This design comes from an exercise in tuning for small area, a short achievable clock period and few clock cycles on the open sky130 flow, not from production work.
Function was checked by simulation only, so behaviour that the tests miss may differ from the original.
Power figures rest on the tool's default switching activity, not on a simulated workload.

==> flow/design.v <==
module sigtrans_rx #(
    parameter [15:0] SYNC = 16'hAAAA,    
    parameter [31:0] MBE  = 32'd1,       
    parameter integer RX_CAP = 64,
    parameter integer AW = 6             
) (
    input  wire        clk,
    input  wire        rst,
    input  wire        cmd_valid,
    input  wire [31:0] cmd,
    output wire        cmd_ready,
    input  wire [AW-1:0] buf_addr,
    output wire [7:0]  buf_rdata,
    output reg  [3:0]  err,
    output reg  [2:0]  outcome,
    output reg         found,
    output reg         frm_valid,
    output reg  [3:0]  cnt,
    output reg  [AW-1:0] idx,
    output reg  [15:0] length,
    output reg  [7:0]  csum_rx,
    output reg  [7:0]  csum_calc,
    output reg  [3:0]  csum_dist,
    output reg  [AW-1:0] frm_off,
    output reg  [AW:0] frm_len,
    output reg  [AW:0] rem_off,
    output reg  [AW:0] pay_off,
    output reg  [AW:0] pay_len,
    output reg  [AW:0] rx_len
);
    localparam integer HDR = 4;          
    localparam [7:0] OP_NOP = 8'h00, OP_CNT = 8'h01, OP_FIND = 8'h02,
                     OP_PARSE = 8'h03, OP_EXTRACT = 8'h04, OP_RECOVER = 8'h06,
                     OP_RXPUSH = 8'h08, OP_RXACCEPT = 8'h09, OP_RXDROP = 8'h0A,
                     OP_RXCLR = 8'h0B;
    localparam [3:0] E_NONE = 4'd0, E_INSUFF = 4'd2, E_NULLFRAME = 4'd3,
                     E_ILLEGAL = 4'd4, E_RXOVF = 4'd5;
    localparam [2:0] O_TOOSHORT = 3'd1, O_NOSYNC = 3'd2, O_INCOMPLETE = 3'd3,
                     O_INVALID = 3'd4, O_RECOVERED = 3'd5;
    localparam [2:0] S_IDLE = 3'd0, S_SCAN = 3'd1, S_HDR_HI = 3'd2,
                     S_HDR_LO = 3'd3, S_SUM = 3'd4, S_SHIFT = 3'd5;
    function [3:0] popcount8;
        input [7:0] v;
        integer b;
        begin
            popcount8 = 4'd0;
            for (b = 0; b < 8; b = b + 1)
                popcount8 = popcount8 + {3'd0, v[b]};
        end
    endfunction
    reg [2:0]    state;
    reg          mode_recover;     
    reg          mode_parse;       
    reg [23:0]   min_size;         
    reg [AW:0]   rd_ptr;           
    reg [AW:0]   base;             
    reg [7:0]    prev;             
    reg [7:0]    hdr_hi;           
    reg [15:0]   hdr_len;          
    reg [15:0]   sum_left;         
    reg [7:0]    sum_acc;          
    reg [AW:0]   shift_left;       
    assign cmd_ready = (state == S_IDLE);
    reg  [7:0] rxbuf [0:RX_CAP-1];
    wire       push_we;
    wire       shift_en  = (state == S_SHIFT);
    wire [7:0] push_data = cmd[15:8];
    genvar e;
    generate
        for (e = 0; e < RX_CAP; e = e + 1) begin : g_buf
            always @(posedge clk) begin
                if (push_we && rx_len == e)
                    rxbuf[e] <= push_data;
                else if (shift_en && e < RX_CAP - 1)
                    rxbuf[e] <= rxbuf[(e < RX_CAP - 1) ? e + 1 : e];
            end
        end
    endgenerate
    assign buf_rdata = rxbuf[buf_addr];
    wire [7:0] rd = rxbuf[rd_ptr[AW-1:0]];
    wire [4:0]  win_err   = popcount8(prev ^ SYNC[7:0]) + popcount8(rd ^ SYNC[15:8]);
    wire        win_match = ({27'd0, win_err} <= MBE);
    wire [AW:0] view_len  = rx_len - base;                  
    wire [15:0] hdr_l     = {hdr_hi, rd};
    wire [16:0] hdr_total = {1'b0, hdr_l} + HDR + 1;
    wire [3:0]  sum_dist  = popcount8(sum_acc ^ rd);
    wire [7:0]  op    = cmd[7:0];
    wire [23:0] imm24 = cmd[31:8];
    wire z_ok  = (cmd[31:8] == 24'd0);
    wire b_ok  = (cmd[31:16] == 16'd0);
    wire bb_ok = (cmd[31:24] == 8'd0);
    wire is_nop      = (op == OP_NOP)      && z_ok;
    wire is_cnt      = (op == OP_CNT)      && bb_ok;
    wire is_find     = (op == OP_FIND)     && z_ok;
    wire is_parse    = (op == OP_PARSE);
    wire is_extract  = (op == OP_EXTRACT)  && z_ok;
    wire is_recover  = (op == OP_RECOVER);
    wire is_rxpush   = (op == OP_RXPUSH)   && b_ok;
    wire is_rxaccept = (op == OP_RXACCEPT) && z_ok;
    wire is_rxdrop   = (op == OP_RXDROP);
    wire is_rxclr    = (op == OP_RXCLR)    && z_ok;
    wire accept = cmd_valid && cmd_ready;
    assign push_we = accept && is_rxpush && (rx_len != RX_CAP);
    wire [23:0] rx_len24 = {{(23-AW){1'b0}}, rx_len};
    wire        parse_fits = (imm24 <= rx_len24) && (rx_len24 - imm24 >= HDR);
    wire [AW:0] drop_k = (imm24 < rx_len24) ? imm24[AW:0] : rx_len;
    task invalidate;
        begin
            found     <= 1'b0;
            idx       <= {AW{1'b0}};
            frm_valid <= 1'b0;
            frm_off   <= {AW{1'b0}};
            frm_len   <= {(AW+1){1'b0}};
            rem_off   <= {(AW+1){1'b0}};
            pay_off   <= {(AW+1){1'b0}};
            pay_len   <= {(AW+1){1'b0}};
        end
    endtask
    task rec_exit;
        input [2:0]  oc;
        input        fnd;
        input [15:0] len;
        input [7:0]  crx;
        input [7:0]  ccalc;
        input [3:0]  cdist;
        input        fv;
        input [AW:0] flen;
        input [AW:0] roff;
        begin
            outcome   <= oc;
            found     <= fnd;
            idx       <= fnd ? base[AW-1:0] : {AW{1'b0}};
            length    <= len;
            csum_rx   <= crx;
            csum_calc <= ccalc;
            csum_dist <= cdist;
            frm_valid <= fv;
            frm_off   <= fv ? base[AW-1:0] : {AW{1'b0}};
            frm_len   <= flen;
            rem_off   <= roff;
            state     <= S_IDLE;
        end
    endtask
    localparam [AW:0] Z = {(AW+1){1'b0}};
    always @(posedge clk) begin
        if (rst) begin
            state        <= S_IDLE;
            err          <= E_NONE;
            outcome      <= 3'd0;
            cnt          <= 4'd0;
            length       <= 16'd0;
            csum_rx      <= 8'd0;
            csum_calc    <= 8'd0;
            csum_dist    <= 4'd0;
            rx_len       <= Z;
            invalidate;
            mode_recover <= 1'b0;
            mode_parse   <= 1'b0;
            min_size     <= 24'd0;
            rd_ptr       <= Z;
            base         <= Z;
            prev         <= 8'd0;
            hdr_hi       <= 8'd0;
            hdr_len      <= 16'd0;
            sum_left     <= 16'd0;
            sum_acc      <= 8'd0;
            shift_left   <= Z;
        end else begin
            case (state)
            S_IDLE: if (accept) begin
                err <= E_NONE;
                if (is_nop) begin
                end else if (is_cnt) begin
                    cnt <= popcount8(cmd[15:8] ^ cmd[23:16]);
                end else if (is_find || is_recover) begin
                    mode_recover <= is_recover;
                    min_size     <= imm24;
                    rd_ptr       <= Z;
                    base         <= Z;
                    if (is_recover && rx_len24 < imm24)
                        rec_exit(O_TOOSHORT, 1'b0, 16'd0, 8'd0, 8'd0, 4'd0, 1'b0, Z, Z);
                    else
                        state <= S_SCAN;
                end else if (is_parse) begin
                    if (parse_fits) begin
                        mode_parse <= 1'b1;
                        base       <= imm24[AW:0];
                        rd_ptr     <= imm24[AW:0] + 2;
                        state      <= S_HDR_HI;
                    end else begin
                        err <= E_INSUFF;
                    end
                end else if (is_extract) begin
                    if (frm_valid) begin
                        pay_off <= frm_off + HDR;
                        pay_len <= frm_len - (HDR + 1);
                    end else begin
                        err <= E_NULLFRAME;
                    end
                end else if (is_rxpush) begin
                    if (rx_len == RX_CAP)
                        err <= E_RXOVF;
                    else
                        rx_len <= rx_len + 1'b1;
                end else if (is_rxaccept || is_rxdrop) begin
                    invalidate;
                    shift_left <= is_rxaccept ? rem_off : drop_k;
                    if ((is_rxaccept ? rem_off : drop_k) != Z)
                        state <= S_SHIFT;
                end else if (is_rxclr) begin
                    invalidate;
                    rx_len <= Z;
                end else begin
                    err <= E_ILLEGAL;
                end
            end
            S_SCAN: begin
                if (rd_ptr >= rx_len) begin
                    if (mode_recover)
                        rec_exit(O_NOSYNC, 1'b0, 16'd0, 8'd0, 8'd0, 4'd0, 1'b0, Z, Z);
                    else begin
                        found <= 1'b0;
                        idx   <= {AW{1'b0}};
                        state <= S_IDLE;
                    end
                end else if (rd_ptr != Z && win_match) begin
                    if (mode_recover) begin
                        mode_parse <= 1'b0;
                        base       <= rd_ptr - 1'b1;
                        rd_ptr     <= rd_ptr + 1'b1;
                        state      <= S_HDR_HI;
                    end else begin
                        found <= 1'b1;
                        idx   <= rd_ptr[AW-1:0] - 1'b1;
                        state <= S_IDLE;
                    end
                end else begin
                    prev   <= rd;
                    rd_ptr <= rd_ptr + 1'b1;
                end
            end
            S_HDR_HI: begin
                if (!mode_parse && {{(23-AW){1'b0}}, view_len} < min_size)
                    rec_exit(O_TOOSHORT, 1'b1, 16'd0, 8'd0, 8'd0, 4'd0, 1'b0, Z, Z);
                else if (!mode_parse && view_len < HDR)
                    rec_exit(O_INCOMPLETE, 1'b1, 16'd0, 8'd0, 8'd0, 4'd0, 1'b0, Z, Z);
                else begin
                    hdr_hi <= rd;
                    rd_ptr <= rd_ptr + 1'b1;
                    state  <= S_HDR_LO;
                end
            end
            S_HDR_LO: begin
                if ({{(16-AW){1'b0}}, view_len} < hdr_total) begin
                    if (mode_parse) begin
                        err   <= E_INSUFF;
                        state <= S_IDLE;
                    end else
                        rec_exit(O_INCOMPLETE, 1'b1, hdr_l, 8'd0, 8'd0, 4'd0, 1'b0, Z, Z);
                end else begin
                    hdr_len  <= hdr_l;
                    sum_acc  <= 8'd0;
                    if (mode_parse) begin
                        sum_left <= 16'd0;
                        rd_ptr   <= base + HDR + hdr_l[AW:0];
                    end else begin
                        sum_left <= hdr_l;
                        rd_ptr   <= rd_ptr + 1'b1;
                    end
                    state <= S_SUM;
                end
            end
            S_SUM: begin
                if (sum_left == 16'd0) begin
                    if (mode_parse) begin
                        length  <= hdr_len;
                        pay_off <= base + HDR;
                        pay_len <= hdr_len[AW:0];
                        csum_rx <= rd;
                        state   <= S_IDLE;
                    end else if ({28'd0, sum_dist} <= MBE)
                        rec_exit(O_RECOVERED, 1'b1, hdr_len, rd, sum_acc, sum_dist,
                                 1'b1, HDR + 1 + hdr_len[AW:0],
                                 base + HDR + 1 + hdr_len[AW:0]);
                    else
                        rec_exit(O_INVALID, 1'b1, hdr_len, rd, sum_acc, sum_dist,
                                 1'b0, Z, base + 1'b1);
                end else begin
                    sum_acc  <= sum_acc + rd;
                    rd_ptr   <= rd_ptr + 1'b1;
                    sum_left <= sum_left - 1'b1;
                end
            end
            S_SHIFT: begin
                rx_len     <= rx_len - 1'b1;
                shift_left <= shift_left - 1'b1;
                if (shift_left == 1)
                    state <= S_IDLE;
            end
            default: state <= S_IDLE;
            endcase
        end
    end
endmodule
==> flow/run.sh <==
#!/bin/bash
# synth_recipe.tcl (not shown) runs the flow's synth.tcl, then flattens the netlist and writes it again
# the make line also repeats each setting of config.mk as NAME=value (left out here)
make -C /OpenROAD-flow-scripts/flow DESIGN_CONFIG=/design/flow/config.mk WORK_HOME=/design/flow/orfs CLKGATE_MAP_FILE= SYNTH_SCRIPT=/design/flow/synth_recipe.tcl finish
==> flow/config.mk <==
export PLATFORM = sky130hd
export DESIGN_NAME = sigtrans_rx
export DESIGN_NICKNAME = sigtrans_rx
export VERILOG_FILES = /design/flow/design.v
export SDC_FILE = /design/flow/constraint.sdc
export NUM_CORES = 4
export LEC_CHECK = 0
export CAP_MARGIN = 20
export CORE_MARGIN = 2
export CORE_UTILIZATION = 35
export PLACE_DENSITY = 0.55
export SLEW_MARGIN = 20
==> flow/constraint.sdc <==
create_clock -name core_clock -period 10.0 [get_ports {clk}]
set_input_delay 2.0000 -clock core_clock [delete_from_list [all_inputs] [get_ports {clk}]]
set_output_delay 2.0000 -clock core_clock [all_outputs]
set_load 0.01 [all_outputs]
==> summary.txt <==
Cells and area
  • P&R area growth vs syn: 16.3%
  • Layout Utilization: 40.9%
  • Nets: 4424
  • Share of layout cells above drive strength 1: 19.0%
  • # fillers: 11500
  • Post-route cell area: 0.0490 mm2
  • Leading cell type in the layout, fill and taps excluded: edfxtp_1
  • Finished Layout Cells: 6032
  • Most frequent cells in the layout: edfxtp_1 (512), mux2_2 (403), nand2_1 (350)

Routing
  • Via count: 43900
  • Final ANT Viol Nets: 0
  • Wire length on met2: 124 mm
  • Total wire length: 328 mm
  • Routed vias/inst: 7.28
  • Pre-antenna DRT Iters: 7
  • Highest metal used: met5
  • # DRC: 0
  • DR iter-0 viols: 7800
  • Met3 WL: 50.3 mm
  • WL met1: 122 mm
  • Drt wl/cell: 54.4 um

Run status
  • Status: timing/DRC/antenna clean

Placement
  • Dpl cells: 5807
  • Post-detail-place hpwl: 261 mm
  • Placer congestion estimate: 1.21
  • Setup WS pre-CTS: 1.50 ns
  • Placed Area: 0.0461 mm2
  • IO buf count: 144

Yosys
  • Synthesized netlist net count: 4277
  • Post-synth EDFFs: 512
  • Largest cells by area after synthesis: edfxtp_1 (37%), mux2_2 (11%), dfxtp_1 (9.6%)
  • Synthesized area per cell: 10.2 um2
  • Seq/Total Area, Yosys: 46.1%
  • Post-synth top area cell: edfxtp_1
  • Post-synth top area share: 36.5%
  • Yosys warns: 2
  • Ys flop type: edfxtp_1
  • #FFs+latches synth: 713
  • Post-Synthesis Cells: 4131
  • Asr flop ratio synth: 0%
  • Cell Area, Synth: 0.0421 mm2
  • Library cells used by synthesis: 89

Power
  • PD cells: 134 mW/mm2
  • VDD IR-drop max: 0.152 mV
  • Total power draw: 6.56 mW
  • Leakage: 16.4 nW

Setup path
  • Startpoint types: register
  • CP Capture Type: register
  • Stages on worst setup path: 28
  • CP delay by family, top: adder cells
  • Worst r2r src: rd_ptr[0]$_SDFFE_PP0P_
  • R2r endpoint: rd_ptr[0]$_SDFFE_PP0P_
  • Critical Path RT: 10.62 ns
  • Worst reg2reg setup slack: 1.15 ns
  • Slowest cell on the critical path: a222oi_1
  • Crit Path Max Fanout: 23
  • WP data arrival: 9.47 ns
  • Worst Setup Path Type: register to register
  • Worst Path Buf+Inv: 7
  • Critical Path Max Stage Delay: 0.85 ns
  • Register-to-Register Path Depth: 28
  • Most frequent CP cell: inv_1

Die
  • Site Rows: 127
  • Die Y-Extent: 351 um
  • Die Wd: 351 um
  • Core area: 0.120 mm2
  • IO Pins: 146
  • Initial Util: 35.2%
  • Die area: 0.123 mm2

STA
  • Worst Skew: 0.0525 ns
  • Setup slack after layout: 1.15 ns
  • Hold WS: 0.451 ns
  • Worst slew pin tran: 1.39 ns
  • Tcrit/Tclk final: 88.5%
  • Tmin final: 8.85 ns
  • Final count of pins violating max slew: 0
  • Finish-stage setup viols: 0
  • Final Hold Violating Endpoints: 0
  • RSZ-0062 raised after global routing: false
  • Fmax: 113 MHz
  • Post-route setup TNS: 0 ns
  • Relative slew slack: 7.03%

Hold path
  • WHS Endpoint: csum_calc[3]$_SDFFE_PP0P_
  • Hold Crit Start: csum_calc[3]$_SDFFE_PP0P_
  • Hold Path Depth: 2
  • Hold crit path type: register to register

Run
  • Maxcap violations: 0

CTS
  • Num CTS Buffers: 80
  • Root Driver: clkbuf_16
  • Clock Path Buffers: 3
  • Postcts setup bufs: 0
  • Clk sinks: 713
  • CTS tree: built
  • H-tree Lvls: 3
  • Worst-Skew Late Latency: 0.74 ns
  • Hold_buf cts: 0
  • CTS clk-pin slew, worst paths: 0.06 ns
  • Cts repair resizes: 0

Global route
  • First-pass GRT wire length: 411 mm
  • Initial antenna violation count: 99
  • Gr usage total: 52.1%
  • Vias in the first global route: 38200
  • Grt total ovfl: 0
  • Largest net degree at the start of global routing: 122
[tightest hold or removal path: cells and delay by family (launching register included)]
kind / cells / cell delay, ns
simple gates: 1 / 0.05
flops: 1 / 0.31
compound gates: 1 / 0.05
[area by class of cell]
class | count | area (um2) | area share [%]
antenna | 83 | 208 | 0.424
clock buffer | 104 | 2130 | 4.36
clock inverter | 37 | 484 | 0.989
inverter | 91 | 342 | 0.697
multi-input combinational | 3033 | 21300 | 43.5
sequential | 713 | 19400 | 39.6
tap | 1612 | 2020 | 4.12
timing repair buffer | 359 | 3070 | 6.26
[how the worst max path moves through the flow]
stage | start | to | slack (ns)
floorplan | rd_ptr[0]$_SDFFE_PP0P_ | idx[3]$_SDFFE_PP0P_ | 2.77
global placement | rd_ptr[3]$_SDFFE_PP0P_ | rd_ptr[5]$_SDFFE_PP0P_ | 1.57
detailed placement | rd_ptr[0]$_SDFFE_PP0P_ | rd_ptr[4]$_SDFFE_PP0P_ | 1.50
CTS | rd_ptr[0]$_SDFFE_PP0P_ | rd_ptr[0]$_SDFFE_PP0P_ | 1.46
global route | rd_ptr[0]$_SDFFE_PP0P_ | rd_ptr[0]$_SDFFE_PP0P_ | 0.87
finish | rd_ptr[0]$_SDFFE_PP0P_ | rd_ptr[0]$_SDFFE_PP0P_ | 1.15
[registers in the layout, indices dropped and copies added, names as in the netlist, 8 cells and up]
register,count
rxbuf,512
min_size,24
hdr_len,16
length,16
sum_left,16
csum_calc,8
csum_rx,8
hdr_hi,8
prev,8
sum_acc,8
[power by group]
| part | leakage, nW | switching [mW] | internal (mW) |
|---|---|---|---|
| Sequential | 5.84 | 0.00231 | 3.13 |
| Combinational | 9.26 | 0.250 | 0.108 |
| Clock | 1.27 | 1.34 | 1.73 |
[synth_stat cells, types with 11 or more instances]
cell	instances
a221oi_1	51
inv_1	89
a21oi_1	164
nor3b_1	15
nor3_1	52
and3_1	52
xor2_1	30
nand2b_1	41
clkbuf_1	213
nor2b_1	23
buf_2	53
nand4_1	106
o22ai_1	15
a32oi_1	68
or3_1	14
mux2_2	403
a22oi_1	260
a22o_1	55
ha_1	82
nand2_1	350
edfxtp_1	512
o21ai_0	239
a311oi_1	12
a21o_1	20
xnor2_1	53
nor4_1	34
dfxtp_1	201
fa_1	23
mux2i_1	67
and2_1	29
buf_1	14
o2111ai_1	11
nand3_1	176
nor2_1	334
a31oi_1	44
or4_1	15
a211oi_1	50
[metal layers]
layer	track usage [%]	up-vias
li1	-	16300
met1	62.1	22000
met2	67.2	4363
met3	29.8	1209
met4	41.3	36
met5	0.0785	-
[cell families after synthesis]
logic type                 after synthesis  share of synthesized area, %
other                                    1                       0.00891
buffers and inverters                  385                          3.79
DFF                                    713                          46.1
xor gates and xnor gates                83                          1.73
AOI/OAI and AO/OA                     1087                          17.8
muxes                                  472                          12.4
adders and majority gates              105                          3.53
and+or+nand+nor                       1285                          14.7
Testbench counts, summed over its fixed seeds: cycles 161,535.

==> re-timing with driven ports <==
The flow's constraints put no driver on any port. The routed layout listed below was extracted and timed again, unchanged, in two steps.
Step 1 sets driving cells, clkbuf_16 on the clock port and buf_2 on the other inputs (assumed; they add their load-dependent delay and slew).
Step 2 also shifts input and output timing later by t, the mid clock arrival at the registers, as if the neighbouring blocks saw the same clock.
Slacks: ideal ports / drivers / drivers and shift; pairs: ideal ports / drivers.
shift t [ns]: 0.798
setup slack, ns: 1.145 / 1.145 / 1.145
worst setup path after step 2: register to register
worst slew at a driven data input, ns: 0.05
After both steps this run still meets setup and hold. The setup slack of this run moves by 0.000 ns with the drivers and by 0.000 ns with both steps.
